Context: an optimization exercise on an open-source flow, tuned for small area, a short achievable clock period and few clock cycles. The choices shown serve that exercise and are no tape-out recipe.
Function was checked by simulation only, so behaviour that the tests miss may differ from the original.
Power figures rest on the tool's default switching activity, not on a simulated workload.

### design/flow/config.mk
export PLATFORM = sky130hd
export DESIGN_NAME = sprite_atlas_decoder
export DESIGN_NICKNAME = sprite_atlas_decoder
export VERILOG_FILES = /design/flow/design.v
export SDC_FILE = /design/flow/constraint.sdc
export NUM_CORES = 4
export LEC_CHECK = 0
export CAP_MARGIN = 20
export CORE_MARGIN = 2
export CORE_UTILIZATION = 45
export CTS_CLUSTER_DIAMETER = 80
export CTS_CLUSTER_SIZE = 25
export SLEW_MARGIN = 20
export TNS_END_PERCENT = 10
### design/flow/constraint.sdc
create_clock -name core_clock -period 12.0 [get_ports {clk}]
set_input_delay 2.4000 -clock core_clock [delete_from_list [all_inputs] [get_ports {clk}]]
set_output_delay 2.4000 -clock core_clock [all_outputs]
set_load 0.01 [all_outputs]
### design/flow/design.v
module pack_color (
    input  wire [2:0]  r,
    input  wire [2:0]  g,
    input  wire [2:0]  b,
    output wire [15:0] color
);
    assign color = ((r | g | b) == 3'd0) ? 16'h0000
                  : (16'hE318 | {13'd0, g} | {8'd0, r, 5'd0} | {3'd0, b, 10'd0});
endmodule
module palette_color_table_lut (
    input  wire [3:0]  index,
    output reg  [15:0] color
);
    always @(*) begin
        case (index)
            4'd0:  color = 16'h0000;
            4'd1:  color = 16'hE338;
            4'd2:  color = 16'hE359;
            4'd3:  color = 16'hE379;
            4'd4:  color = 16'hE39A;
            4'd5:  color = 16'hE3BA;
            4'd6:  color = 16'hE3DB;
            4'd7:  color = 16'hE3FB;
            4'd8:  color = 16'hFF1C;
            4'd9:  color = 16'hFF3C;
            4'd10: color = 16'hFF5D;
            4'd11: color = 16'hFF7D;
            4'd12: color = 16'hFF9E;
            4'd13: color = 16'hFFBE;
            4'd14: color = 16'hFFDF;
            default: color = 16'hFFFF;
        endcase
    end
endmodule
module palette_override_mux (
    input  wire        clk,
    input  wire        rst_n,
    input  wire        set_en,
    input  wire [7:0]  set_from,
    input  wire [7:0]  set_to,
    input  wire        clr_en,
    input  wire [3:0]  pix,
    output wire [3:0]  eff,
    output wire [15:0] mask
);
    reg [15:0] ovr_v;
    reg [63:0] ovr_to;
    always @(posedge clk) begin
        if (!rst_n || clr_en)
            ovr_v <= 16'd0;
        else if (set_en && set_from[7:4] == 4'd0)
            ovr_v[set_from[3:0]] <= 1'b1;
    end
    always @(posedge clk) begin
        if (set_en && set_from[7:4] == 4'd0)
            ovr_to[4*set_from[3:0] +: 4] <= (set_to[7:4] == 4'd0) ? set_to[3:0] : 4'd0;
    end
    assign eff  = ovr_v[pix] ? ovr_to[4*pix +: 4] : pix;
    assign mask = ovr_v;
endmodule
module atlas_store (
    input  wire        clk,
    input  wire [3:0]  shift,       
    input  wire [15:0] quad,
    input  wire        copy,
    input  wire [5:0]  rd_quad,     
    output wire [15:0] rd_data
);
    reg [255:0] stg0, stg1, stg2, stg3;
    reg [1023:0] atl;
    always @(posedge clk) if (shift[0]) stg0 <= {quad, stg0[255:16]};
    always @(posedge clk) if (shift[1]) stg1 <= {quad, stg1[255:16]};
    always @(posedge clk) if (shift[2]) stg2 <= {quad, stg2[255:16]};
    always @(posedge clk) if (shift[3]) stg3 <= {quad, stg3[255:16]};
    always @(posedge clk)
        atl <= {copy ? {stg3[15:0], stg2[15:0], stg1[15:0], stg0[15:0]} : atl[63:0],
                atl[1023:64]};
    wire [15:0] q [0:63];
    genvar r;
    generate
        for (r = 0; r < 64; r = r + 1) begin : g_q
            assign q[r] = atl[16*r +: 16];
        end
    endgenerate
    assign rd_data = q[rd_quad];
endmodule
module sprite_atlas_decoder (
    input  wire        clk,
    input  wire        rst_n,
    input  wire        cmd_valid,
    output wire        cmd_ready,
    input  wire [31:0] cmd_data,
    output wire        rsp_valid,
    input  wire        rsp_ready,
    output wire [31:0] rsp_data,
    output wire        fill_valid,
    input  wire        fill_ready,
    output wire [31:0] fill_x,
    output wire [31:0] fill_y,
    output wire [15:0] fill_w,
    output wire [15:0] fill_h,
    output wire [15:0] fill_c
);
    localparam [2:0] ST_OK       = 3'd0;
    localparam [2:0] ST_LENGTH   = 3'd1;
    localparam [2:0] ST_HEX      = 3'd2;
    localparam [2:0] ST_RANGE    = 3'd3;
    localparam [2:0] ST_ILLEGAL  = 3'd4;
    localparam [2:0] ST_CAPACITY = 3'd5;
    localparam [3:0] E_IDLE = 4'd0;    
    localparam [3:0] E_L1   = 4'd1;    
    localparam [3:0] E_L2   = 4'd2;    
    localparam [3:0] E_LW   = 4'd6;    
    localparam [3:0] E_D1   = 4'd4;    
    localparam [3:0] E_D2   = 4'd7;    
    localparam [3:0] E_LCHK = 4'd8;    
    localparam [3:0] E_DRUN = 4'd9;    
    reg [3:0] st;
    reg [15:0] zoom_r, dispw_r, disph_r;
    reg [15:0] fz_r;                     
    reg [17:0] zoom3_r;                  
    reg [15:0] bw_r, bh_r;
    reg [2:0]  grid_r;                   
    reg [2:0]  status_r;
    reg        rsp_v, rsk_v;
    reg [18:0] rsp_d, rsk_d;             
    reg        push_rsp;
    reg [18:0] push_d;
    always @(posedge clk) begin
        if (!rst_n) begin
            rsp_v <= 1'b0;
            rsk_v <= 1'b0;
        end else if (rsp_v && !rsp_ready) begin
            if (push_rsp) begin
                rsk_v <= 1'b1;
                rsk_d <= push_d;
            end
        end else if (rsk_v) begin
            rsp_d <= rsk_d;
            rsk_v <= 1'b0;
        end else begin
            rsp_v <= push_rsp;
            if (push_rsp) rsp_d <= push_d;
        end
    end
    assign rsp_valid = rsp_v;
    assign rsp_data  = {rsp_d[18:3], 13'd0, rsp_d[2:0]};
    reg  [31:0] cw;
    reg         cw_v;
    reg         rdy_r;
    reg         copy_r;          
    wire        eng_take = !st[3] && !rsk_v && !(copy_r && st[2] && st[1]);
    wire        cmd_fire = cw_v && eng_take;       
    assign cmd_ready = rdy_r;
    wire [31:0] w = cw;
    wire        cw_v_n = (cmd_valid && rdy_r) || (cw_v && !cmd_fire);
    always @(posedge clk) begin
        if (!rst_n)
            cw_v <= 1'b0;
        else
            cw_v <= cw_v_n;
        if (cmd_valid && rdy_r)
            cw <= cmd_data;
    end
    wire is_pack   = (w & 32'hF8F8F8FF) == 32'h00000001;
    wire is_color  = (w & 32'hFF0000FF) == 32'h00000002;
    wire is_load   =  w                 == 32'h00000003;
    wire is_setovr = (w & 32'hFF0000FF) == 32'h00000004;
    wire is_clrovr =  w                 == 32'h00000005;
    wire is_draw   = (w & 32'hFC0000FF) == 32'h00000006;
    wire is_csrw   = (w & 32'h000000FF) == 32'h00000007;
    wire is_csrr   = (w & 32'hFFFF00FF) == 32'h00000008;
    wire [7:0] csr_num = w[15:8];
    wire [15:0] pack_out;
    pack_color u_pack (.r(w[10:8]), .g(w[18:16]), .b(w[26:24]), .color(pack_out));
    wire [15:0] cmd_ct;
    palette_color_table_lut u_ct_cmd (.index(w[11:8]), .color(cmd_ct));
    wire [15:0] color_out = (w[23:12] == 12'd0) ? cmd_ct : 16'h0000;
    wire idle_fire = (st == E_IDLE) && cmd_fire;
    wire [3:0]  pk_raw;
    wire [3:0]  pk_e;
    wire [15:0] ovr_mask;
    palette_override_mux u_ovr (
        .clk(clk), .rst_n(rst_n),
        .set_en(idle_fire && is_setovr), .set_from(w[15:8]), .set_to(w[23:16]),
        .clr_en(idle_fire && is_clrovr),
        .pix(pk_raw), .eff(pk_e), .mask(ovr_mask)
    );
    wire       s0_v;             
    wire [2:0] s0_nb;            
    reg        ld_lastw;         
    assign s0_v  = (st == E_LW) && cmd_fire;
    assign s0_nb = ld_lastw ? ld_left[2:0] : 3'd4;
    reg [15:0] ld_bw, ld_bh;
    reg [31:0] ld_left;          
    reg [31:0] ld_count;         
    reg        ld_bad;
    reg [1:0]  lo1;              
    reg [15:0] asm_q;            
    reg [14:0] m_hi, m_lo;
    reg [3:0]  m_cnt;
    wire       m_done = (m_cnt == 4'd0);
    wire [15:0] m_sum = {1'b0, m_hi} + (m_lo[0] ? {1'b0, ld_bw[14:0]} : 16'd0);
    reg [3:0]  c_dig, c_bad;
    reg [15:0] c_val;
    integer k;
    always @(*) begin
        for (k = 0; k < 4; k = k + 1) begin : cls
            reg [7:0] ch;
            reg vld, isd, isa, isw;
            ch  = w[8*k +: 8];
            vld = (k < s0_nb);
            isd = (ch[7:4] == 4'h3) && (ch[3:0] <= 4'd9);
            isa = ((ch[7:4] == 4'h4) || (ch[7:4] == 4'h6)) && (ch[3:0] >= 4'd1) && (ch[3:0] <= 4'd6);
            isw = (ch == 8'h20) || ((ch[7:3] == 5'b00001) && (ch[2:0] != 3'd0) && (ch[2:0] <= 3'd5))
                  || (ch == 8'h09);
            c_dig[k] = vld && (isd || isa);
            c_bad[k] = vld && !(isd || isa || isw);
            c_val[4*k +: 4] = isd ? ch[3:0] : (ch[3:0] + 4'd9);
        end
    end
    wire [1:0] bk0 = lo1;
    wire [1:0] bk1 = lo1 + {1'b0, c_dig[0]};
    wire [1:0] bk2 = lo1 + {1'b0, c_dig[0]} + {1'b0, c_dig[1]};
    wire [1:0] bk3 = lo1 + {1'b0, c_dig[0]} + {1'b0, c_dig[1]} + {1'b0, c_dig[2]};
    wire [2:0] c_nd = {2'b0, c_dig[0]} + {2'b0, c_dig[1]} + {2'b0, c_dig[2]} + {2'b0, c_dig[3]};
    reg [3:0]  s1_we_n;
    reg [15:0] s1_d_n;
    integer b;
    always @(*) begin
        s1_we_n = 4'd0;
        s1_d_n  = 16'd0;
        for (b = 0; b < 4; b = b + 1) begin
            if (c_dig[0] && bk0 == b) begin s1_we_n[b] = 1'b1; s1_d_n[4*b +: 4] = c_val[3:0];   end
            if (c_dig[1] && bk1 == b) begin s1_we_n[b] = 1'b1; s1_d_n[4*b +: 4] = c_val[7:4];   end
            if (c_dig[2] && bk2 == b) begin s1_we_n[b] = 1'b1; s1_d_n[4*b +: 4] = c_val[11:8];  end
            if (c_dig[3] && bk3 == b) begin s1_we_n[b] = 1'b1; s1_d_n[4*b +: 4] = c_val[15:12]; end
        end
    end
    reg        s1_v;
    reg [3:0]  s1_we;
    reg [1:0]  s1_lo;
    reg [15:0] s1_d;
    reg [2:0]  s1_nd;
    reg        s1_bad;
    reg [3:0]  copy_cnt;
    reg [1:0]  qc1;              
    reg [3:0]  s1_sh;            
    reg [5:0]  base;             
    reg [5:0]  nbase;            
    wire [31:0] cnt_next = ld_count + {29'd0, s1_nd};
    wire        s1_qd_n = ({1'b0, lo1} + c_nd) >= 3'd4;
    wire [15:0] q_out;
    genvar gb;
    generate
        for (gb = 0; gb < 4; gb = gb + 1) begin : g_qo
            assign q_out[4*gb +: 4] = (gb < s1_lo) ? asm_q[4*gb +: 4] : s1_d[4*gb +: 4];
        end
    endgenerate
    wire [29:0] m_prod   = {m_hi, m_lo};
    wire        ld_neg   = ld_bw[15] || ld_bh[15];
    wire        ld_eq    = (ld_count[5:0] == 6'd0) && (m_prod[29:26] == 4'd0) &&
                           (m_prod[25:0] == ld_count[31:6]);
    wire        ld_over  = (ld_count[31:9] != 23'd0) || (ld_count[8] && ld_count[7:0] != 8'd0);
    wire [2:0]  ld_status = ld_bad ? ST_HEX :
                            (ld_neg || !ld_eq) ? ST_LENGTH :
                            ld_over ? ST_CAPACITY : ST_OK;
    wire        ld_fin   = (st == E_LCHK) && !s1_v && m_done && !rsk_v;
    atlas_store u_atlas (
        .clk(clk),
        .shift(s1_sh | {4{copy_r}}), .quad(q_out),
        .copy(copy_r),
        .rd_quad(qa), .rd_data(atl_q)
    );
    reg [2:0]  dr_wc, dr_hc;     
    reg        dr_fx, dr_fy;
    reg [3:0]  okn;              
    reg        d_empty;          
    reg [22:0] x0;
    reg [22:0] y0;               
    function [17:0] mulz;
        input [2:0] m;
        case (m)
            3'd1:    mulz = {2'b0, fz_r};
            3'd2:    mulz = {1'b0, fz_r, 1'b0};
            3'd3:    mulz = zoom3_r;
            default: mulz = {fz_r, 2'b0};
        endcase
    endfunction
    wire [2:0] bws  = bw_r[2:0];
    wire [2:0] bhs  = bh_r[2:0];
    function [3:0] colrow;       
        input [1:0] n;
        case (bws)
            3'd1:    colrow = {2'd0, n};
            3'd2:    colrow = {1'b0, n[0], 1'b0, n[1]};
            3'd3:    colrow = (n == 2'd3) ? {2'd0, 2'd1} : {n, 2'd0};
            default: colrow = {n, 2'd0};
        endcase
    endfunction
    reg [3:0] okn_n;
    integer nn;
    always @(*) begin
        for (nn = 0; nn < 4; nn = nn + 1) begin : okc
            reg [3:0] cr;
            cr = colrow(nn);
            okn_n[nn] = (nn < grid_r) &&
                        ({1'b0, w[15:8]}  + {7'd0, cr[3:2]} <= {6'd0, bws}) &&
                        ({1'b0, w[23:16]} + {7'd0, cr[1:0]} <= {6'd0, bhs});
        end
    end
    wire [1:0] n2    = w[1:0];
    wire       d_err = (w[31:2] != 30'd0) || !okn[n2];
    wire [3:0] cr_n = colrow(n2);
    wire [1:0] d_rb = n2 - cr_n[3:2];
    wire [5:0] qa0  = {d_rb, 4'd0} + {3'd0, cr_n[3:2], 1'b0} + base - 6'd4;    
    reg [5:0] qa;
    reg [2:0] fq;                
    reg [4:0] fj;                
    reg       f_more;
    wire [2:0] q_last = {dr_wc[1:0] - 2'd1, 1'b1};      
    wire [4:0] j_last = {dr_hc[1:0] - 2'd1, 3'b111};    
    wire [5:0] q_skip = {2'b0, bws, 1'b0} - {2'b0, dr_wc[2:0], 1'b0} + 6'd1;
    reg [15:0] cur_raw;
    reg [3:0]  cur_rem;
    reg [22:0] cur_xb;
    reg [23:0] cur_y;            
    reg        fv;
    reg [24:0] fx_r;             
    reg [23:0] fy_r;
    reg [15:0] fc_r;
    wire adv = !fv || fill_ready;
    reg [3:0] st_n;
    always @(*) begin
        st_n = st;
        case (st)
        E_IDLE: if (cmd_fire) begin
            if (is_load)      st_n = E_L1;
            else if (is_draw) st_n = E_D1;
        end
        E_L1:   if (cmd_fire) st_n = E_L2;
        E_L2:   if (cmd_fire) st_n = (w == 32'd0) ? E_LCHK : E_LW;
        E_LW:   if (cmd_fire && ld_lastw) st_n = E_LCHK;
        E_LCHK: if (ld_fin) st_n = E_IDLE;
        E_D1:   if (cmd_fire) st_n = E_D2;
        E_D2:   if (cmd_fire) st_n = (d_err || d_empty) ? E_IDLE : E_DRUN;
        E_DRUN: if (d_fin) st_n = E_IDLE;
        default: st_n = E_IDLE;
        endcase
    end
    wire rsk_v_n  = rsp_v && !rsp_ready && (rsk_v || push_rsp);
    wire copy_r_n = (ld_fin && ld_status == ST_OK) || (copy_r && copy_cnt != 4'd0);
    always @(posedge clk) begin
        if (!rst_n)
            rdy_r <= 1'b1;
        else
            rdy_r <= !cw_v_n || (!st_n[3] && !rsk_v_n && !(copy_r_n && st_n[2] && st_n[1]));
    end
    wire [3:0] pk_oh   = cur_rem & (~cur_rem + 4'd1);
    wire       pk_has  = (cur_rem != 4'd0);
    wire [3:0] rem_aft = cur_rem & ~pk_oh;
    wire       cur_take = (rem_aft == 4'd0);
    wire [5:0] qa_m4    = qa - 6'd4;
    wire [5:0] qa_nx    = qa_m4 + ((fq == q_last) ? q_skip : 6'd1);
    wire [1:0] pk_k = pk_oh[1] ? 2'd1 : pk_oh[2] ? 2'd2 : pk_oh[3] ? 2'd3 : 2'd0;
    reg [17:0] pk_kz;
    always @(*) begin
        case (pk_k)
            2'd0: pk_kz = 18'd0;
            2'd1: pk_kz = {2'b0, fz_r};
            2'd2: pk_kz = {1'b0, fz_r, 1'b0};
            default: pk_kz = zoom3_r;
        endcase
    end
    wire [25:0] pk_xs = {{2{cur_xb[22]}}, cur_xb, 1'b1} + {{7'd0, pk_kz} ^ {25{dr_fx}}, dr_fx};
    wire [24:0] pk_x  = pk_xs[25:1];
    assign pk_raw = cur_raw[4*pk_k +: 4];
    wire [15:0] pk_c;
    palette_color_table_lut u_ct_pix (.index(pk_e), .color(pk_c));
    wire [3:0]  rd_opq = {atl_q[15:12] != 4'd0, atl_q[11:8] != 4'd0,
                          atl_q[7:4] != 4'd0, atl_q[3:0] != 4'd0} | {4{ovr_mask[0]}};
    wire        f_rs    = (fq == 3'd0);
    wire        f_first = f_rs && (fj == 5'd0);
    wire [23:0] xb_s    = {cur_xb, 1'b1} + {{5'd0, fz_r, 2'd0} ^ {23{dr_fx}}, dr_fx};
    wire [22:0] xb_step = xb_s[23:1];
    wire [23:0] y0x     = {y0[22], y0};
    wire [23:0] y_base  = f_first ? y0x : cur_y;
    wire [24:0] y_s     = {y_base, 1'b1} + {{8'd0, fz_r} ^ {24{dr_fy}}, dr_fy};
    wire [23:0] y_step  = y_s[24:1];
    wire d_busy = f_more || pk_has;
    wire d_fin  = (st == E_DRUN) && !d_busy && adv && !rsk_v;
    wire [15:0] atl_q;
    always @(posedge clk) begin
        if (!rst_n) begin
            fv      <= 1'b0;
            cur_rem <= 4'd0;
            f_more  <= 1'b0;
        end else begin
            if (adv) begin
                fv <= pk_has;
                if (pk_has) begin
                    fx_r <= pk_x;
                    fy_r <= cur_y;
                    fc_r <= pk_c;
                end
                if (cur_take) begin
                    if (f_more) begin
                        cur_rem <= rd_opq;
                        cur_raw <= atl_q;
                        cur_xb  <= f_rs ? x0 : xb_step;
                        cur_y   <= (f_first && !dr_fy) ? y0x : (f_rs ? y_step : cur_y);
                        if (fq == q_last) begin
                            fq <= 3'd0;
                            fj <= fj + 5'd1;
                            if (fj == j_last) f_more <= 1'b0;
                        end else begin
                            fq <= fq + 3'd1;
                        end
                    end else begin
                        cur_rem <= 4'd0;
                    end
                end else begin
                    cur_rem <= rem_aft;
                end
            end
            qa <= (adv && cur_take && f_more) ? qa_nx : qa_m4;
            if ((st == E_D2) && cmd_fire && !d_err && !d_empty) begin
                f_more <= 1'b1;
                qa     <= qa0;
                fq     <= 3'd0;
                fj     <= 5'd0;
            end
        end
    end
    assign fill_valid = fv;
    assign fill_x = {{5{fx_r[24]}}, {4{fx_r[23]}}, fx_r[22:0]};
    assign fill_y = {{5{fy_r[23]}}, {4{fy_r[22]}}, fy_r[21], fy_r[21:0]};
    assign fill_w = fz_r;
    assign fill_h = fz_r;
    assign fill_c = fc_r;
    always @(*) begin
        push_rsp = 1'b0;
        push_d   = {16'd0, ST_OK};
        if (idle_fire) begin
            push_rsp = !is_load && !is_draw;
            if (is_pack)       push_d = {pack_out, ST_OK};
            else if (is_color) push_d = {color_out, ST_OK};
            else if (is_setovr || is_clrovr) push_d = {16'd0, ST_OK};
            else if (is_csrw)  push_d = {16'd0, (csr_num <= 8'd2) ? ST_OK : ST_ILLEGAL};
            else if (is_csrr) begin
                case (csr_num)
                8'd0: push_d = {zoom_r,  ST_OK};
                8'd1: push_d = {dispw_r, ST_OK};
                8'd2: push_d = {disph_r, ST_OK};
                8'd3: push_d = {bw_r,    ST_OK};
                8'd4: push_d = {bh_r,    ST_OK};
                8'd5: push_d = {8'd0, 5'd0, status_r, ST_OK};
                8'd6: push_d = {ovr_mask, ST_OK};
                default: push_d = {16'd0, ST_ILLEGAL};
                endcase
            end else           push_d = {16'd0, ST_ILLEGAL};
        end else if ((st == E_D2) && cmd_fire) begin
            push_rsp = d_err || d_empty;
            push_d   = {16'd0, d_err ? ST_RANGE : ST_OK};
        end else if (ld_fin) begin
            push_rsp = 1'b1;
            push_d   = {16'd0, ld_status};
        end else if (d_fin) begin
            push_rsp = 1'b1;
            push_d   = {16'd0, ST_OK};
        end
    end
    always @(posedge clk) begin
        zoom3_r <= {2'b0, zoom_r} + {1'b0, zoom_r, 1'b0};
        if (!rst_n) begin
            st       <= E_IDLE;
            zoom_r   <= 16'd5;
            dispw_r  <= 16'd240;
            disph_r  <= 16'd135;
            bw_r     <= 16'd0;
            bh_r     <= 16'd0;
            grid_r   <= 3'd0;
            status_r <= ST_OK;
            s1_v     <= 1'b0;
            s1_sh    <= 4'd0;
            copy_r   <= 1'b0;
            m_cnt    <= 4'd0;
        end else begin
            st <= st_n;
            if (push_rsp) status_r <= push_d[2:0];
            base <= base - 6'd4;
            if (copy_r) begin
                copy_cnt <= copy_cnt - 4'd1;
                if (copy_cnt == 4'd0) begin
                    copy_r <= 1'b0;
                    base   <= nbase;
                end
            end
            if (!m_done) begin
                m_hi  <= m_sum[15:1];
                m_lo  <= {m_sum[0], m_lo[14:1]};
                m_cnt <= m_cnt - 4'd1;
            end
            s1_v  <= s0_v;
            s1_sh <= (s0_v && s1_qd_n) ? (4'd1 << qc1) : 4'd0;
            if (s0_v) begin
                s1_we  <= s1_we_n;
                s1_lo  <= lo1;
                s1_d   <= s1_d_n;
                s1_nd  <= c_nd;
                s1_bad <= |c_bad;
                lo1    <= lo1 + c_nd[1:0];
                qc1    <= qc1 + {1'b0, s1_qd_n};
            end
            if (s1_v) begin
                ld_count <= cnt_next;
                ld_bad   <= ld_bad | s1_bad;
                if (s1_we[0]) asm_q[3:0]   <= s1_d[3:0];
                if (s1_we[1]) asm_q[7:4]   <= s1_d[7:4];
                if (s1_we[2]) asm_q[11:8]  <= s1_d[11:8];
                if (s1_we[3]) asm_q[15:12] <= s1_d[15:12];
            end
            case (st)
            E_IDLE: if (cmd_fire) begin
                if (is_draw) begin
                    fz_r    <= zoom_r;
                    dr_wc   <= w[10:8];
                    dr_hc   <= w[18:16];
                    okn     <= okn_n;
                    d_empty <= (w[15:8] == 8'd0) || (w[23:16] == 8'd0);
                    dr_fx   <= w[24];
                    dr_fy   <= w[25];
                end else if (is_csrw) begin
                    if (csr_num == 8'd0) zoom_r  <= w[31:16];
                    if (csr_num == 8'd1) dispw_r <= w[31:16];
                    if (csr_num == 8'd2) disph_r <= w[31:16];
                end
            end
            E_L1: if (cmd_fire) begin
                ld_bw <= w[15:0];
                ld_bh <= w[31:16];
                m_hi  <= 15'd0;
                m_lo  <= w[30:16];
                m_cnt <= 4'd15;
            end
            E_L2: if (cmd_fire) begin
                ld_left  <= w;
                ld_lastw <= (w[31:3] == 29'd0) && (w[2:0] <= 3'd4);
                ld_count <= 32'd0;
                lo1      <= 2'd0;
                qc1      <= 2'd0;
                ld_bad   <= 1'b0;
            end
            E_LW: if (cmd_fire) begin
                ld_left  <= ld_left - 32'd4;
                ld_lastw <= (ld_left[31:4] == 28'd0) && (ld_left[3:0] <= 4'd8);
            end
            E_LCHK: if (ld_fin) begin
                if (ld_status == ST_OK) begin
                    copy_r   <= 1'b1;
                    copy_cnt <= 4'd15;
                    nbase    <= 6'd0 - ld_count[7:2];
                    bw_r     <= ld_bw;
                    bh_r     <= ld_bh;
                    grid_r   <= ld_count[8:6];
                end
            end
            E_D1: begin
                if (cmd_fire) begin
                    x0    <= {{7{w[15]}}, w[15:0]} + (dr_fx ? {2'b0, mulz(dr_wc[2:0]), 3'd0} : 23'd0);
                    y0    <= {{7{w[31]}}, w[31:16]} + (dr_fy ? {2'b0, mulz(dr_hc[2:0]), 3'd0} : 23'd0);
                end
            end
            default: ;
            endcase
        end
    end
endmodule
### design/flow/flow/run.sh
#!/bin/bash
set -euo pipefail
export SETUP_SLACK_MARGIN=8.5
bash standard.sh > standard_sh.log 2>&1
### design/flow/standard.sh
#!/bin/bash
# synth_recipe.tcl (not shown) runs the flow's synth.tcl, then flattens the netlist and writes it again
# the make line also repeats each setting of config.mk as NAME=value (left out here)
make -C /OpenROAD-flow-scripts/flow DESIGN_CONFIG=/design/flow/config.mk WORK_HOME=/design/flow/orfs CLKGATE_MAP_FILE= SYNTH_SCRIPT=/design/flow/synth_recipe.tcl "${@:-finish}"
==> flow_summary.toml, run 1 <==
[outcome]
status = "timing/DRC/antenna clean"

[pwr]
seqPwrFrac = 0.607
vdd_drop_max_uv = 195
pwr-share-comb = 0.061
p_per_area_mw_per_mm2 = 146
totalPowerFinal_mw = 16.5
switching_power_mw = 3.83
switching_share = 0.232
p_int_mw = 12.7
clkPwrFrac = 0.332
leakage_power_figure_nw = 40.3

[clocking]
cts_inserted_buffers = 144
cts_root_buf = "sky130_fd_sc_hd__clkbuf_16"
htreeDepth = 4
worstSkewPairLatency_ns = 0.88
clock_tree.buffer_depth = 3
clk_pin_slew_ns = 0.10
tritoncts = "done"
tritoncts_num_sinks = 2722

[global_route]
grt_pass1_wl_um = 393000
grt_overflow_total = 0
grtUsageTotal = 0.238
maximum_number_of_pins_on_one_net_before_global_route_repair = 153
grt_pass1_vias = 57600
antenna_found_initial = 11

[final_layout]
layout.filler_cells = 18000
final_area_mm2 = 0.113
final_util = 0.520
finish.cell_count_without_fillers = 10400
finish.net_count = 7743
syn_to_final_growth_pct = 14.7
drive_above_1_share = 0.153

[critical_path]
worst_path_top_cell_family_by_delay = "flip-flops"
worst_r2r_endpoint = "x0[21]"
worstSetupStartpointType = "register"
crit_slowest_cell = "sky130_fd_sc_hd__edfxtp_1"
r2r_start = "dr_wc[1]"
cp_data_required_time_ns = 9.60
ff2ff_setup_slack_ns = 8.10
timing.critical_path.to_type = "output pin"
critPathKind = "reg2out"
timing.critical_path.cells = "buf_8, buf_6"
worst_path_max_fanout = 4
ff2ff_path_depth = 20
timing.critical_path.arrival_ns = 1.57
max_stage_delay_ns = 0.43
cp_num_buf_inv = 2

[route]
drt_iter0_markers = 8555
drcViolationCount = 0
totalWireLength_um = 280000
wl_per_cell_um = 26.9
route.detailed.vias_per_inst = 5.86
dr_total_vias = 60900
drt_pass1_iterations = 9
drtAntennaViolNets = 0

[yosys]
synth-async-reset-ratio = 0
synth.lib_cells_used.distinct = 93
syn-mean-instance-area_um2 = 13.9
syn_inst = 7063
synth.ff_latch_count = 2722
yosysWarningCount = 4
number_of_enable_flip_flop_cells_after_synthesis = 1549
area_fraction_of_the_dominant_cell_type_after_synthesis = 0.473
synthFlopType = "sky130_fd_sc_hd__edfxtp_1"
synth.top_cells.by_count = "1,549 x sky130_fd_sc_hd__edfxtp_1, 1,173 x sky130_fd_sc_hd__dfxtp_1, 531 x sky130_fd_sc_hd__nand2_1, 510 x sky130_fd_sc_hd__a22oi_1, 405 x sky130_fd_sc_hd__nor2_1"
synth_seq_area_share = 0.711
ys_top_cells_by_area = "sky130_fd_sc_hd__edfxtp_1 47%, sky130_fd_sc_hd__dfxtp_1 24%, sky130_fd_sc_hd__a22oi_1 3.9%"
yosys.cell_count.top_type = "sky130_fd_sc_hd__edfxtp_1"
synth_top_area_cell = "sky130_fd_sc_hd__edfxtp_1"
synthesis.area_mm2 = 0.0984

[flow_run]
cap_violations = 0

[sta]
tightest_slew_ns = 1.06
maxSlewHeadroom = 0.290
timing.clock.skew_ns = 0.0682
fin_hold_viols = 0
achievable-frequency_mhz = 252
final.period_utilization = 0.331
finalSetupViolCount = 0
min_period_ns = 3.97
setup_repair_after_global_routing_missed_its_margin = "yes"
slew_viol_final = 0
final.setup.tns_ns = 0

[floorplan]
coreArea_mm2 = 0.217
io_pins = 184
x_dimension_of_the_die_um = 472
die_h_um = 472
starting_utilization_of_the_core_area = 0.453
floorplan.rows = 171
fp.dieArea_mm2 = 0.222

[placement]
post-dp-hpwl_um = 172000
placement.io_buffers = 170
post-place-cells = 9902
place_area_mm2 = 0.103
gp_routability_congestion = 0.943

[min_path]
hold-path-endpoint = "u_atlas.atl[219]"
min_delay_path_depth = 0
hold_path_class = "reg2reg"
hold_path.startpoint = "u_atlas.atl[283]"
## metal layers
layer  up-vias  part of all wire  GRT usage
met5         -            0.0011          0
met4        12             0.045     0.0921
li1      27100                 -          -
met3       661             0.095     0.0462
met1     30200              0.43      0.346
met2      2913              0.43      0.351
## final cells by class
type / instances / area, µm² / share of cell area
Timing Repair Buffer: 587 / 5660 / 0.0502
Clock buffer: 168 / 3760 / 0.0333
Antenna cell: 8 / 20.0 / 0.000177
Multi-Input combinational cell: 3864 / 28500 / 0.253
Tap cell: 2854 / 3570 / 0.0316
Sequential cell: 2722 / 70000 / 0.620
Inverter: 139 / 558 / 0.00494
Clock inverter: 55 / 748 / 0.00663
## kinds of logic after synthesis
group	after synthesis	share of synthesized area
other	1	0.0000381
XOR/XNOR	303	0.0270
AND/OR/NAND/NOR	1590	0.0761
buffers and inverters	492	0.0216
AO/OA/AOI/OAI	1456	0.103
flip-flops	2722	0.711
adder cells (fa/ha/maj)	249	0.0326
multiplexers	250	0.0279
## layout by cell type, fill, tap and decap left out, drive strengths merged, types with 38 or more instances in the layout
cell            n
edfxtp       1549
dfxtp        1173
nand2         531
a22oi         510
buf           444
nor2          406
ha            235
a21oi         230
o21ai         224
clkbuf        186
xnor2         180
inv           164
mux2i         126
xor2          123
mux2          118
nand3         113
nor3          104
nand4          97
a21o           82
dlygate4sd2    63
nor4           60
a222oi         53
a31oi          53
nor2b          51
a211oi         41
and3           40
and2           38
## metrics by stage
step,hold WS (ns),worst slack (ns)
after floorplan,0.323,7.43
after global placement,0.332,6.23
after detailed placement,0.335,6.17
after CTS,0.324,7.98
after global routing,0.339,7.96
final,0.307,8.03
## flip-flops by register name, indices dropped and copies added (netlist names), 25 cells and up
signal,cells
u_atlas.stg3,256
u_atlas.atl,1024
u_ovr.ovr_to,64
u_atlas.stg2,256
cw,32
ld_left,32
ld_count,32
u_atlas.stg1,256
u_atlas.stg0,256
fx_r,25
## power groups by stage
| stage | clock network (mW) | logic (mW) | registers [mW] |
|---|---|---|---|
| after global placement | 0 | 0.852 | 10.2 |
| after global routing | 5.89 | 1.08 | 10.0 |
| after CTS | 5.59 | 0.924 | 10.0 |
| final | 5.48 | 0.999 | 10.0 |
| after detailed placement | 0 | 0.874 | 10.2 |
| after floorplan | 0 | 0.623 | 10.2 |
## timing repair
action                      CTS  global route
hold buffers                  0             0
setup endpoints to repair  1111           957
buffers inserted            126           120
gates cloned                  4            14
resized for setup           585           350
pin swaps                    83           114
hold endpoints to repair      0             0
## how the worst max path moves through the flow
stage / startpoint / end / slack [ns] / depth (start not counted)
after floorplan: copy_r / u_atlas.stg0[0] / 7.43 / 3
after global placement: fill_ready / rsp_d[4] / 6.23 / 8
after detailed placement: fill_ready / rsp_d[7] / 6.17 / 8
after CTS: fx_r[24] / fill_x[31] / 7.98 / 2
after global routing: dr_wc[1] / x0[21] / 7.96 / 18
final: fz_r[0] / fill_w[0] / 8.03 / 2
Testbench counts, summed over its fixed seeds: cycles 19,116.
==> run 2, diff against run 1 <==
--- a/design/flow/config.mk
+++ b/design/flow/config.mk
@@ -7,8 +7,8 @@
 export LEC_CHECK = 0
 export CAP_MARGIN = 20
 export CORE_MARGIN = 2
-export CORE_UTILIZATION = 45
+export CORE_UTILIZATION = 50
 export CTS_CLUSTER_DIAMETER = 80
 export CTS_CLUSTER_SIZE = 25
 export SLEW_MARGIN = 20
-export TNS_END_PERCENT = 10
+export TNS_END_PERCENT = 20
==> run 2 against run 1 <==
Non-clock buffer count fell by 17. Worst setup slack got worse by 0.056 ns. Largest cell class unchanged. Still clean. Total power fell by 0.79%.
==> flow_summary.toml, run 2 <==
[final_layout]
final_cell_mix = "1,549 x sky130_fd_sc_hd__edfxtp_1, 1,162 x sky130_fd_sc_hd__dfxtp_1, 523 x sky130_fd_sc_hd__nand2_1"
finish.net_count = 7724
largest_register_ffs = 1024
drive_above_1_share = 0.157
syn_to_final_growth_pct = 13.5
layout.cells.most_common = "sky130_fd_sc_hd__edfxtp_1"
regMostFlops = "u_atlas.atl"
layout.filler_cells = 15600

[sta]
final.period_utilization = 0.335
final.setup.tns_ns = 0
tightest_slew_ns = 1.13
setup_repair_after_global_routing_missed_its_margin = "yes"
timing.clock.skew_ns = 0.0414
slew_viol_final = 0
fin_hold_viols = 0
finalSetupViolCount = 0
maxSlewHeadroom = 0.239
achievable-frequency_mhz = 249
timing.final.ws_setup_ns = 7.98
min_period_ns = 4.02

[global_route]
grt_overflow_total = 0
grtUsageTotal = 0.265
grt_pass1_wl_um = 390000
grt_pass1_vias = 57400
antenna_found_initial = 15
maximum_number_of_pins_on_one_net_before_global_route_repair = 179

[clocking]
tritoncts = "done"
tritoncts_num_sinks = 2722
clock_tree.buffer_depth = 3
worstSkewPairLatency_ns = 0.86
cts_root_buf = "sky130_fd_sc_hd__clkbuf_16"
cts_inserted_buffers = 141
cts-hold-fix-buffers = 0
clk_pin_slew_ns = 0.10
htreeDepth = 4

[critical_path]
path_common_cell = "sky130_fd_sc_hd__ha_4"
critPathKind = "reg2reg"
worstSetupStartpointType = "register"
cp_data_required_time_ns = 12.59
crit_slowest_cell = "sky130_fd_sc_hd__fa_1"
timing.critical_path.to_type = "register"
timing.critical_path.cells = "buf_12, clkinvlp_4, ha_4, o21bai_4, a2111oi_4, a31o_2, nand2_4, fa_1, inv_2, ha_4, ha_4, fa_2, xor2_4, ha_4, a21oi_1, o21ai_1, o21ai_1"
max_stage_delay_ns = 0.55
timing.critical_path.arrival_ns = 4.61
worst_path_max_fanout = 3

[min_path]
hold_path_class = "reg2reg"

[yosys]
yosys.cell_count.top_type = "sky130_fd_sc_hd__edfxtp_1"
yosysWarningCount = 4
ys_top_cells_by_area = "sky130_fd_sc_hd__edfxtp_1 47%, sky130_fd_sc_hd__dfxtp_1 24%, sky130_fd_sc_hd__a22oi_1 3.9%"
synth.ff_latch_count = 2722
synth.lib_cells_used.distinct = 93
synthesis.area_mm2 = 0.0984
synthFlopType = "sky130_fd_sc_hd__edfxtp_1"
syn_inst = 7063
synth_top_area_cell = "sky130_fd_sc_hd__edfxtp_1"
number_of_enable_flip_flop_cells_after_synthesis = 1549
area_fraction_of_the_dominant_cell_type_after_synthesis = 0.473
syn-mean-instance-area_um2 = 13.9
synth-async-reset-ratio = 0
synth.top_cells.by_count = "1,549 x sky130_fd_sc_hd__edfxtp_1, 1,173 x sky130_fd_sc_hd__dfxtp_1, 531 x sky130_fd_sc_hd__nand2_1, 510 x sky130_fd_sc_hd__a22oi_1, 405 x sky130_fd_sc_hd__nor2_1"
synth_seq_area_share = 0.711

[route]
drt_pass1_iterations = 12
drt_iter0_markers = 8250
route.detailed.vias_per_inst = 5.93
wl_per_cell_um = 26.9
drtAntennaViolNets = 0
drcViolationCount = 0
totalWireLength_um = 273000
dr_total_vias = 60100

[floorplan]
coreArea_mm2 = 0.195
io_pins = 184
die_h_um = 448
fp.dieArea_mm2 = 0.200
x_dimension_of_the_die_um = 448
starting_utilization_of_the_core_area = 0.504
floorplan.rows = 162

[pwr]
leakage_power_figure_nw = 40.0
p_per_area_mw_per_mm2 = 147
vdd_drop_max_uv = 152

[placement]
place_ws_ns = 6.65
post-dp-hpwl_um = 170000
gp_routability_congestion = 0.949
placement.io_buffers = 170

[outcome]
status = "timing/DRC/antenna clean"

[flow_run]
cap_violations = 0
## run 2: cell counts after synthesis
Identical to the previous run, type by type.
## run 2: routing by layer
metal	vias up	track usage	share of wire
li1	27000	-	-
met3	600	0.0474	0.096
met1	29600	0.395	0.44
met5	-	0	0.000059
met2	2915	0.386	0.42
met4	2	0.103	0.043
## run 2: what timing repair did
item | 4_1_cts | 5_1_grt
hold endpoints to repair | 0 | 0
resized for setup | 823 | 225
setup buffers | 174 | 63
pin swaps | 127 | 89
endpoints found under the setup margin | 974 | 670
cloned | 6 | 5
## run 2: worst max-delay path: cells and delay by family (launching register included)
| family | cells | cell delay (ns) |
|---|---|---|
| adders and majority gates | 6 | 1.64 |
| AOI/OAI and AO/OA | 6 | 1.07 |
| DFF | 1 | 0.42 |
| buffers and inverters | 3 | 0.34 |
| xor gates and xnor gates | 1 | 0.23 |
| and+or+nand+nor | 1 | 0.07 |
## run 2: stage by stage
step / total power [mW] / std cells / hold WS (ns) / area (µm²) / utilization
after CTS: 16.5 / 10100 / 0.335 / 111000 / 0.568
after global routing: 16.9 / 10100 / 0.351 / 112000 / 0.572
final: 16.4 / 10100 / 0.339 / 112000 / 0.572
after detailed placement: 11.1 / 9669 / 0.335 / 103000 / 0.529
after global placement: 11.1 / 9668 / 0.332 / 103000 / 0.529
after floorplan: 10.8 / 7075 / 0.323 / 98600 / -
## run 2: cell families after synthesis
group	after synthesis	share of synthesized area
flops	2722	0.711
simple gates	1590	0.0761
compound gates	1456	0.103
buf+inv	492	0.0216
xor+xnor	303	0.0270
mux	250	0.0279
fa+ha+maj	249	0.0326
other cells	1	0.0000381
## run 2: worst paths after layout
path                         start               end  slack, ns  depth (start not counted)
hold / removal    u_atlas.atl[847]  u_atlas.atl[783]       0.34                          0
hold reg to reg   u_atlas.atl[847]  u_atlas.atl[783]       0.34                          0
setup reg to reg            cw[25]            qc1[1]       7.98                         17
setup / recovery            cw[25]            qc1[1]       7.98                         17
## run 2: power breakdown
group | switching (mW) | total (mW) | internal [mW]
logic | 0.590 | 0.988 | 0.398
registers | 0.105 | 10.0 | 9.91
clock network | 3.02 | 5.38 | 2.36
## run 2: area by class of cell
| type | count | area [µm²] | share of cell area |
|---|---|---|---|
| Clock inverter | 41 | 577 | 0.00517 |
| Tap cell | 2624 | 3280 | 0.0294 |
| Antenna cell | 4 | 10.0 | 0.0000896 |
| Clock buffer | 175 | 3790 | 0.0340 |
| Timing Repair Buffer | 570 | 4920 | 0.0440 |
| Multi-Input combinational cell | 3865 | 28500 | 0.255 |
| Sequential cell | 2722 | 70000 | 0.627 |
| Inverter | 139 | 553 | 0.00495 |
==> run 3, diff against run 2 <==
--- a/design/flow/design.v
+++ b/design/flow/design.v
@@ -162,14 +162,25 @@
         if (cmd_valid && rdy_r)
             cw <= cmd_data;
     end
-    wire is_pack   = (w & 32'hF8F8F8FF) == 32'h00000001;
-    wire is_color  = (w & 32'hFF0000FF) == 32'h00000002;
-    wire is_load   =  w                 == 32'h00000003;
-    wire is_setovr = (w & 32'hFF0000FF) == 32'h00000004;
-    wire is_clrovr =  w                 == 32'h00000005;
-    wire is_draw   = (w & 32'hFC0000FF) == 32'h00000006;
-    wire is_csrw   = (w & 32'h000000FF) == 32'h00000007;
-    wire is_csrr   = (w & 32'hFFFF00FF) == 32'h00000008;
+    wire [31:0] d = cmd_data;
+    reg is_pack, is_color, is_load, is_setovr, is_clrovr, is_draw, is_csrw, is_csrr;
+    reg csr_le2, csr_le6, w_hi0, w_zero;
+    always @(posedge clk) begin
+        if (cmd_valid && rdy_r) begin
+            is_pack   <= (d & 32'hF8F8F8FF) == 32'h00000001;
+            is_color  <= (d & 32'hFF0000FF) == 32'h00000002;
+            is_load   <=  d                 == 32'h00000003;
+            is_setovr <= (d & 32'hFF0000FF) == 32'h00000004;
+            is_clrovr <=  d                 == 32'h00000005;
+            is_draw   <= (d & 32'hFC0000FF) == 32'h00000006;
+            is_csrw   <= (d & 32'h000000FF) == 32'h00000007;
+            is_csrr   <= (d & 32'hFFFF00FF) == 32'h00000008;
+            csr_le2   <= d[15:8] <= 8'd2;
+            csr_le6   <= d[15:8] <= 8'd6;
+            w_hi0     <= d[31:2] == 30'd0;
+            w_zero    <= d == 32'd0;
+        end
+    end
     wire [7:0] csr_num = w[15:8];
     wire [15:0] pack_out;
     pack_color u_pack (.r(w[10:8]), .g(w[18:16]), .b(w[26:24]), .color(pack_out));
@@ -310,7 +321,7 @@
         end
     end
     wire [1:0] n2    = w[1:0];
-    wire       d_err = (w[31:2] != 30'd0) || !okn[n2];
+    wire       d_err = !w_hi0 || !okn[n2];
     wire [3:0] cr_n = colrow(n2);
     wire [1:0] d_rb = n2 - cr_n[3:2];
     wire [5:0] qa0  = {d_rb, 4'd0} + {3'd0, cr_n[3:2], 1'b0} + base - 6'd4;    
@@ -339,7 +350,7 @@
             else if (is_draw) st_n = E_D1;
         end
         E_L1:   if (cmd_fire) st_n = E_L2;
-        E_L2:   if (cmd_fire) st_n = (w == 32'd0) ? E_LCHK : E_LW;
+        E_L2:   if (cmd_fire) st_n = w_zero ? E_LCHK : E_LW;
         E_LW:   if (cmd_fire && ld_lastw) st_n = E_LCHK;
         E_LCHK: if (ld_fin) st_n = E_IDLE;
         E_D1:   if (cmd_fire) st_n = E_D2;
@@ -446,18 +457,18 @@
             if (is_pack)       push_d = {pack_out, ST_OK};
             else if (is_color) push_d = {color_out, ST_OK};
             else if (is_setovr || is_clrovr) push_d = {16'd0, ST_OK};
-            else if (is_csrw)  push_d = {16'd0, (csr_num <= 8'd2) ? ST_OK : ST_ILLEGAL};
+            else if (is_csrw)  push_d = {16'd0, csr_le2 ? ST_OK : ST_ILLEGAL};
             else if (is_csrr) begin
-                case (csr_num)
-                8'd0: push_d = {zoom_r,  ST_OK};
-                8'd1: push_d = {dispw_r, ST_OK};
-                8'd2: push_d = {disph_r, ST_OK};
-                8'd3: push_d = {bw_r,    ST_OK};
-                8'd4: push_d = {bh_r,    ST_OK};
-                8'd5: push_d = {8'd0, 5'd0, status_r, ST_OK};
-                8'd6: push_d = {ovr_mask, ST_OK};
-                default: push_d = {16'd0, ST_ILLEGAL};
+                case (csr_num[2:0])
+                3'd0: push_d = {zoom_r,  ST_OK};
+                3'd1: push_d = {dispw_r, ST_OK};
+                3'd2: push_d = {disph_r, ST_OK};
+                3'd3: push_d = {bw_r,    ST_OK};
+                3'd4: push_d = {bh_r,    ST_OK};
+                3'd5: push_d = {8'd0, 5'd0, status_r, ST_OK};
+                default: push_d = {ovr_mask, ST_OK};
                 endcase
+                if (!csr_le6) push_d = {16'd0, ST_ILLEGAL};
             end else           push_d = {16'd0, ST_ILLEGAL};
         end else if ((st == E_D2) && cmd_fire) begin
             push_rsp = d_err || d_empty;
--- a/design/flow/config.mk
+++ b/design/flow/config.mk
@@ -11,4 +11,4 @@
 export CTS_CLUSTER_DIAMETER = 80
 export CTS_CLUSTER_SIZE = 25
 export SLEW_MARGIN = 20
-export TNS_END_PERCENT = 20
+export TNS_END_PERCENT = 10
==> run 3 against run 2 <==
Clock power up 2%. Highest routed layer unchanged. Largest cell class unchanged. Sequential power about the same. Worst setup slack got worse by 0.0070 ns. First-iteration DRC count fell by 9.3%.
==> flow_summary.toml, run 3 <==
[outcome]
status = "timing/DRC/antenna clean"

[global_route]
grt_pass1_vias = 57500
global_route.usage.met1 = 0.398
grt_overflow_total = 0
grtUsageTotal = 0.265
maximum_number_of_pins_on_one_net_before_global_route_repair = 193
top_usage_layer = "met1"
grtUsageMet3 = 0.0486
grt_pass1_wl_um = 396000
antenna_found_initial = 12
gr-usage-met2 = 0.385

[final_layout]
final_cell_mix = "1,561 x sky130_fd_sc_hd__edfxtp_1, 1,167 x sky130_fd_sc_hd__dfxtp_1, 560 x sky130_fd_sc_hd__nand2_1"
regMostFlops = "u_atlas.atl"
layout.cells.most_common = "sky130_fd_sc_hd__edfxtp_1"
largest_register_ffs = 1024
layout.area.seq_mm2 = 0.0704
layout.filler_cells = 15800
finish.net_count = 7833
drive_above_1_share = 0.144
multi_input_area_mm2 = 0.0284
syn_to_final_growth_pct = 13.4

[floorplan]
starting_utilization_of_the_core_area = 0.503
die_h_um = 449
floorplan.rows = 163
fp.dieArea_mm2 = 0.202
coreArea_mm2 = 0.197
x_dimension_of_the_die_um = 449
io_pins = 184

[placement]
gp_routability_congestion = 0.947
post-dp-hpwl_um = 180000
placement.io_buffers = 170
place_ws_ns = 5.83

[yosys]
syn-mean-instance-area_um2 = 13.8
yosysWarningCount = 4
ys_top_cells_by_area = "sky130_fd_sc_hd__edfxtp_1 47%, sky130_fd_sc_hd__dfxtp_1 24%, sky130_fd_sc_hd__a22oi_1 3.8%"
yosys.cell_count.top_type = "sky130_fd_sc_hd__edfxtp_1"
synthesis.area_mm2 = 0.0991
syn_inst = 7154
synth_seq_area_share = 0.710
synth.ff_latch_count = 2734
synth_top_area_cell = "sky130_fd_sc_hd__edfxtp_1"
synth.lib_cells_used.distinct = 102
area_fraction_of_the_dominant_cell_type_after_synthesis = 0.473
synthFlopType = "sky130_fd_sc_hd__edfxtp_1"
synth-async-reset-ratio = 0
synth.top_cells.by_count = "1,561 x sky130_fd_sc_hd__edfxtp_1, 1,173 x sky130_fd_sc_hd__dfxtp_1, 570 x sky130_fd_sc_hd__nand2_1, 496 x sky130_fd_sc_hd__a22oi_1, 393 x sky130_fd_sc_hd__nor2_1"
number_of_enable_flip_flop_cells_after_synthesis = 1561

[sta]
timing.final.ws_setup_ns = 7.97
fin_hold_viols = 0
maxSlewHeadroom = 0.239
finalSetupViolCount = 0
timing.clock.skew_ns = 0.0385
final.setup.tns_ns = 0
min_period_ns = 4.03
achievable-frequency_mhz = 248
tightest_slew_ns = 1.14
setup_repair_after_global_routing_missed_its_margin = "yes"
slew_viol_final = 0
final.period_utilization = 0.336

[route]
drcViolationCount = 0
wl_per_cell_um = 26.9
route.detailed.vias_per_inst = 5.93
drt_pass1_iterations = 8
totalWireLength_um = 276000
drtAntennaViolNets = 0
drt_iter0_markers = 7485
dr_total_vias = 60800

[clocking]
clk_pin_slew_ns = 0.10
cts_root_buf = "sky130_fd_sc_hd__clkbuf_16"
cts_inserted_buffers = 143
htreeDepth = 4
tritoncts = "done"
clock_tree.buffer_depth = 3
tritoncts_num_sinks = 2734
cts-hold-fix-buffers = 0
worstSkewPairLatency_ns = 0.85

[critical_path]
worstSetupStartpointType = "register"
worst_path_max_fanout = 2
startpoint = "fz_r[6]"
critPathKind = "reg2out"
timing.critical_path.to_type = "output pin"
cp_data_required_time_ns = 9.60
timing.critical_path.arrival_ns = 1.63
r2r_start = "dr_wc[1]"

[flow_run]
cap_violations = 0

[pwr]
p_per_area_mw_per_mm2 = 149
switching_share = 0.232
leakage_power_figure_nw = 39.8
p_int_mw = 12.8
totalPowerFinal_mw = 16.7
seqPwrFrac = 0.604
switching_power_mw = 3.87
vdd_drop_max_uv = 168
clkPwrFrac = 0.329
pwr-share-comb = 0.068

[min_path]
hold_path_class = "reg2reg"
hold_path.startpoint = "u_atlas.atl[925]"
## run 3: worst max-delay path: stages, from the launching register on
cell and delay (ns):
sky130_fd_sc_hd__edfxtp_1 0.43, sky130_fd_sc_hd__buf_4 0.16, sky130_fd_sc_hd__buf_6 0.11, sky130_fd_sc_hd__buf_6 0.11
## run 3: layout make-up
class                   instances  share of cell area
flip-flops and latches       2734               0.627
multi-input cells            3937               0.253
repair buffers                583              0.0458
clock buffers                 178              0.0341
well taps                    2640              0.0294
clock inverters                46             0.00593
inverters                     144             0.00509
repair inverters                1           0.0000446
diodes                          1           0.0000223
## run 3: logic make-up (layout without fill, tap and decap cells)
group / Yosys count / count (layout) / share of synthesized area
muxes: 247 / 247 / 0.0273
AOI/OAI and AO/OA: 1469 / 1469 / 0.101
other: 1 / 14 / 0.0000379
adders and majority gates: 253 / 253 / 0.0329
DFF: 2734 / 2734 / 0.710
buffers and inverters: 498 / 952 / 0.0226
xor gates and xnor gates: 300 / 300 / 0.0266
and+or+nand+nor: 1652 / 1655 / 0.0791
## run 3: worst paths after layout
check | cells after the start | slack, ns | endpoint
setup / recovery | 3 | 7.97 | fill_h[6]
hold / removal | 0 | 0.32 | u_atlas.atl[861]
setup reg to reg | 19 | 8.08 | x0[21]
hold reg to reg | 0 | 0.32 | u_atlas.atl[861]
## run 3: layer usage
metal / part of all wire / vias to the layer above
met5: 0.00013 / -
met2: 0.43 / 2806
li1: - / 27300
met3: 0.094 / 533
met1: 0.44 / 30200
met4: 0.039 / 6
## run 3: repair_timing
item                                    4_1_cts  5_1_grt
endpoints found under the setup margin      811     1022
pin swaps                                    50       75
setup buffers                               130       94
cloned                                        7        2
resized for setup                           516      258
## run 3: stage by stage
stage,instances,area (µm²),hold slack (ns),util
after CTS,10200,110000,0.337,0.561
final,10300,112000,0.324,0.570
after detailed placement,9805,104000,0.336,0.528
after global routing,10300,112000,0.342,0.570
after floorplan,7166,99200,0.330,-
after global placement,9805,104000,0.332,0.528
## run 3: power groups by stage
| stage | combinational [mW] | clock, mW | sequential, mW |
|---|---|---|---|
| after global placement | 0.944 | 0 | 10.3 |
| final | 1.13 | 5.48 | 10.1 |
| after floorplan | 0.674 | 0 | 10.2 |
| after detailed placement | 0.963 | 0 | 10.3 |
| after CTS | 1.02 | 5.60 | 10.1 |
| after global routing | 1.22 | 5.94 | 10.1 |
Testbench counts of run 3, summed over its fixed seeds: cycles 19,116.
==> run 4, diff against run 3 <==
--- a/design/flow/config.mk
+++ b/design/flow/config.mk
@@ -7,7 +7,7 @@
 export LEC_CHECK = 0
 export CAP_MARGIN = 20
 export CORE_MARGIN = 2
-export CORE_UTILIZATION = 50
+export CORE_UTILIZATION = 55
 export CTS_CLUSTER_DIAMETER = 80
 export CTS_CLUSTER_SIZE = 25
 export SLEW_MARGIN = 20
==> run 4 against run 3 <==
Worst setup slack improved by 0.015 ns. Still clean on timing, DRC and antenna. Global-route usage rose by 2.6 points. Design area fell by 0.32%. Clock power barely moved. Core utilization rose by 5.7 points. Critical endpoint is now fill_c[14].
==> flow_summary.toml, run 4 <==
[sta]
tightest_slew_ns = 1.14
fin_hold_viols = 0
timing.clock.skew_ns = 0.0373
setup_repair_after_global_routing_missed_its_margin = "yes"
slew_viol_final = 0
achievable-frequency_mhz = 249
finalSetupViolCount = 0
final.period_utilization = 0.335
min_period_ns = 4.02
maxSlewHeadroom = 0.240
final.setup.tns_ns = 0

[pwr]
p_per_area_mw_per_mm2 = 149
switching_power_mw = 3.87
leakage_power_figure_nw = 39.8
p_int_mw = 12.8
totalPowerFinal_mw = 16.7
pwr-share-comb = 0.067
seqPwrFrac = 0.604
switching_share = 0.232
vdd_drop_max_uv = 192
clkPwrFrac = 0.328

[floorplan]
floorplan.rows = 155
x_dimension_of_the_die_um = 428
coreArea_mm2 = 0.179
starting_utilization_of_the_core_area = 0.555
io_pins = 184
fp.dieArea_mm2 = 0.184
die_h_um = 428

[global_route]
antenna_found_initial = 16
grt_overflow_total = 0
maximum_number_of_pins_on_one_net_before_global_route_repair = 173
grt_pass1_wl_um = 395000
grt_pass1_vias = 58100
grtUsageTotal = 0.292

[route]
drt_pass1_iterations = 9
drt_iter0_markers = 7994
wl_per_cell_um = 27.5
drcViolationCount = 0
totalWireLength_um = 275000
dr_total_vias = 61100
drtAntennaViolNets = 0
route.detailed.vias_per_inst = 6.12

[clocking]
tritoncts_num_sinks = 2734
clock_tree.buffer_depth = 3
cts_root_buf = "sky130_fd_sc_hd__clkbuf_16"
worstSkewPairLatency_ns = 0.85
cts-hold-fix-buffers = 0
cts_inserted_buffers = 143
htreeDepth = 4
tritoncts = "done"
clk_pin_slew_ns = 0.10

[critical_path]
timing.critical_path.cells = "buf_6, buf_6"
timing.critical_path.to_type = "output pin"
worstSetupStartpointType = "register"
critPathKind = "reg2out"
worst_path_max_fanout = 5
cp_num_buf_inv = 2
worst_path_top_cell_family_by_delay = "flip-flops"
max_stage_delay_ns = 0.49
crit_slowest_cell = "sky130_fd_sc_hd__edfxtp_1"
timing.critical_path.arrival_ns = 1.62
cp_data_required_time_ns = 9.60
path_common_cell = "sky130_fd_sc_hd__buf_6"

[yosys]
synth-async-reset-ratio = 0
yosys.area_share.xor_xnor = 0.0266
synthesis.area_mm2 = 0.0991
synth.lib_cells_used.distinct = 102
syn_inst = 7154
synth_seq_area_share = 0.710
dominant_combinational_cell_family_by_area_after_synthesis = "compound AO/OA/AOI/OAI gates"
area_fraction_of_the_dominant_cell_type_after_synthesis = 0.473
ys_top_cells_by_area = "sky130_fd_sc_hd__edfxtp_1 47%, sky130_fd_sc_hd__dfxtp_1 24%, sky130_fd_sc_hd__a22oi_1 3.8%"
synth.ff_latch_count = 2734
syn-mean-instance-area_um2 = 13.8
synth-simple-area-share = 0.0791
synthesized_area_fraction_occupied_by_adder_cells = 0.0329
yosysWarningCount = 4
number_of_enable_flip_flop_cells_after_synthesis = 1561
synth_top_area_cell = "sky130_fd_sc_hd__edfxtp_1"
synth.top_cells.by_count = "1,561 x sky130_fd_sc_hd__edfxtp_1, 1,173 x sky130_fd_sc_hd__dfxtp_1, 570 x sky130_fd_sc_hd__nand2_1, 496 x sky130_fd_sc_hd__a22oi_1, 393 x sky130_fd_sc_hd__nor2_1"
yosys.cell_count.top_type = "sky130_fd_sc_hd__edfxtp_1"
synth_compound_gate_area_share = 0.101
synthFlopType = "sky130_fd_sc_hd__edfxtp_1"
post_synth_mux_area_share = 0.0273

[final_layout]
final_cell_mix = "1,561 x sky130_fd_sc_hd__edfxtp_1, 1,166 x sky130_fd_sc_hd__dfxtp_1, 560 x sky130_fd_sc_hd__nand2_1"
largest_register_ffs = 1024
finish.net_count = 7826
syn_to_final_growth_pct = 13.0
layout.cells.most_common = "sky130_fd_sc_hd__edfxtp_1"
drive_above_1_share = 0.143
regMostFlops = "u_atlas.atl"

[min_path]
hold_path_class = "reg2reg"

[placement]
placement.io_buffers = 170
gp_routability_congestion = 0.943
post-dp-hpwl_um = 178000

[flow_run]
cap_violations = 0

[outcome]
status = "timing/DRC/antenna clean"
run 4: cell counts after synthesis:
No cell type changed its count.
run 4: kinds of logic (layout without fill, tap and decap cells):
family / Yosys count / in the layout
flip-flops: 2734 / 2734
AND/OR/NAND/NOR: 1652 / 1654
AO/OA/AOI/OAI: 1469 / 1469
buffers and inverters: 498 / 952
XOR/XNOR: 300 / 300
adder cells (fa/ha/maj): 253 / 253
multiplexers: 247 / 247
other: 1 / 18
run 4: layer usage:
layer	wire length [µm]	track usage	vias up
met5	51	0	-
met4	10700	0.107	8
met3	27100	0.0647	596
met2	116000	0.418	3011
met1	121000	0.436	30100
li1	-	-	27300
run 4: path summary, 6_finish.rpt:
path / depth (start not counted) / slack (ns) / from / end
min reg2reg: 0 / 0.33 / u_atlas.atl[303] / u_atlas.atl[239]
max: 2 / 7.98 / fc_r[14] / fill_c[14]
max reg2reg: 17 / 8.03 / dr_wc[0] / x0[21]
min: 0 / 0.33 / u_atlas.atl[303] / u_atlas.atl[239]
run 4: cell type report:
cell class              count  area [µm²]
flip-flops and latches   2734       70400
fillers                 13600       66600
multi-input cells        3936       28400
repair buffers            577        5140
clock buffers             181        3790
well taps                2355        2950
clock inverters            49         703
inverters                 144         576
diodes                      5        12.5
repair inverters            1        5.00
run 4: metrics by stage:
step	area (µm²)	worst slack, ns	hold slack (ns)	util	cells
final	112000	7.98	0.334	0.627	9982
after global routing	112000	7.89	0.345	0.627	9977
after CTS	110000	7.94	0.337	0.618	9899
after detailed placement	104000	5.97	0.335	0.580	9507
after global placement	104000	6.00	0.333	0.580	9507
after floorplan	99200	7.43	0.330	-	7166
run 4: power by group through the flow:
stage / combinational [mW] / sequential [mW] / clock, mW
finish: 1.12 / 10.1 / 5.47
detailed placement: 0.964 / 10.3 / 0
CTS: 1.04 / 10.1 / 5.58
floorplan: 0.674 / 10.2 / 0
global placement: 0.945 / 10.3 / 0
global route: 1.21 / 10.1 / 5.88
run 4: timing repair:
action,CTS,global route
gates resized for setup,577,182
cloned,6,1
setup buffers,156,77
pin swaps,88,49
endpoints found under the setup margin,808,823
run 4: worst reg2reg max path, cell delays in order (launching register included):
cell and delay [ns]:
sky130_fd_sc_hd__edfxtp_1 0.45, sky130_fd_sc_hd__ha_1 0.23, sky130_fd_sc_hd__nor2b_4 0.15, sky130_fd_sc_hd__buf_6 0.17
sky130_fd_sc_hd__a22o_1 0.24, sky130_fd_sc_hd__a221oi_2 0.16, sky130_fd_sc_hd__nor2b_1 0.09, sky130_fd_sc_hd__ha_1 0.32
sky130_fd_sc_hd__nor2b_4 0.15, sky130_fd_sc_hd__o21ai_2 0.07, sky130_fd_sc_hd__a21o_1 0.23, sky130_fd_sc_hd__a31oi_4 0.16
sky130_fd_sc_hd__nand4_1 0.19, sky130_fd_sc_hd__a311oi_2 0.34, sky130_fd_sc_hd__o21a_1 0.20, sky130_fd_sc_hd__o21ai_2 0.08
sky130_fd_sc_hd__a221o_1 0.34, sky130_fd_sc_hd__xnor2_1 0.13

-- separate check: timing with driven ports --
How much do the figures lean on ideal ports? The routed layouts below were timed once more, with nothing changed but the port constraints. Step 1 assumes that a clkbuf_16 drives the clock port and a buf_2 every other input. Step 2 moves the port delays by t, midway between the first and last clock arrival at a register: inputs arrive t later, outputs are due t later. That takes back most of the time a late clock gives input paths. Slacks: ideal / step 1 / step 2; pairs: ideal / step 1.
run | t (ns) | setup WS [ns] | worst hold slack (ns) | cell pins on the clock port's net
run 1 | 0.922 | 8.033 / 7.953 / 7.317 | 0.307 / 0.307 / 0.307 | 1
run 2 | 0.913 | 7.977 / 7.916 / 7.461 | 0.339 / 0.339 / 0.339 | 1
run 3 | 0.909 | 7.970 / 7.887 / 7.219 | 0.324 / 0.324 / 0.324 | 1
run 4 | 0.910 | 7.985 / 7.900 / 7.244 | 0.334 / 0.334 / 0.334 | 1
After both steps setup and hold are still met in every run listed. The setup slack of run 3, which loses most, moves by -0.083 ns with the drivers and by -0.751 ns with both steps.
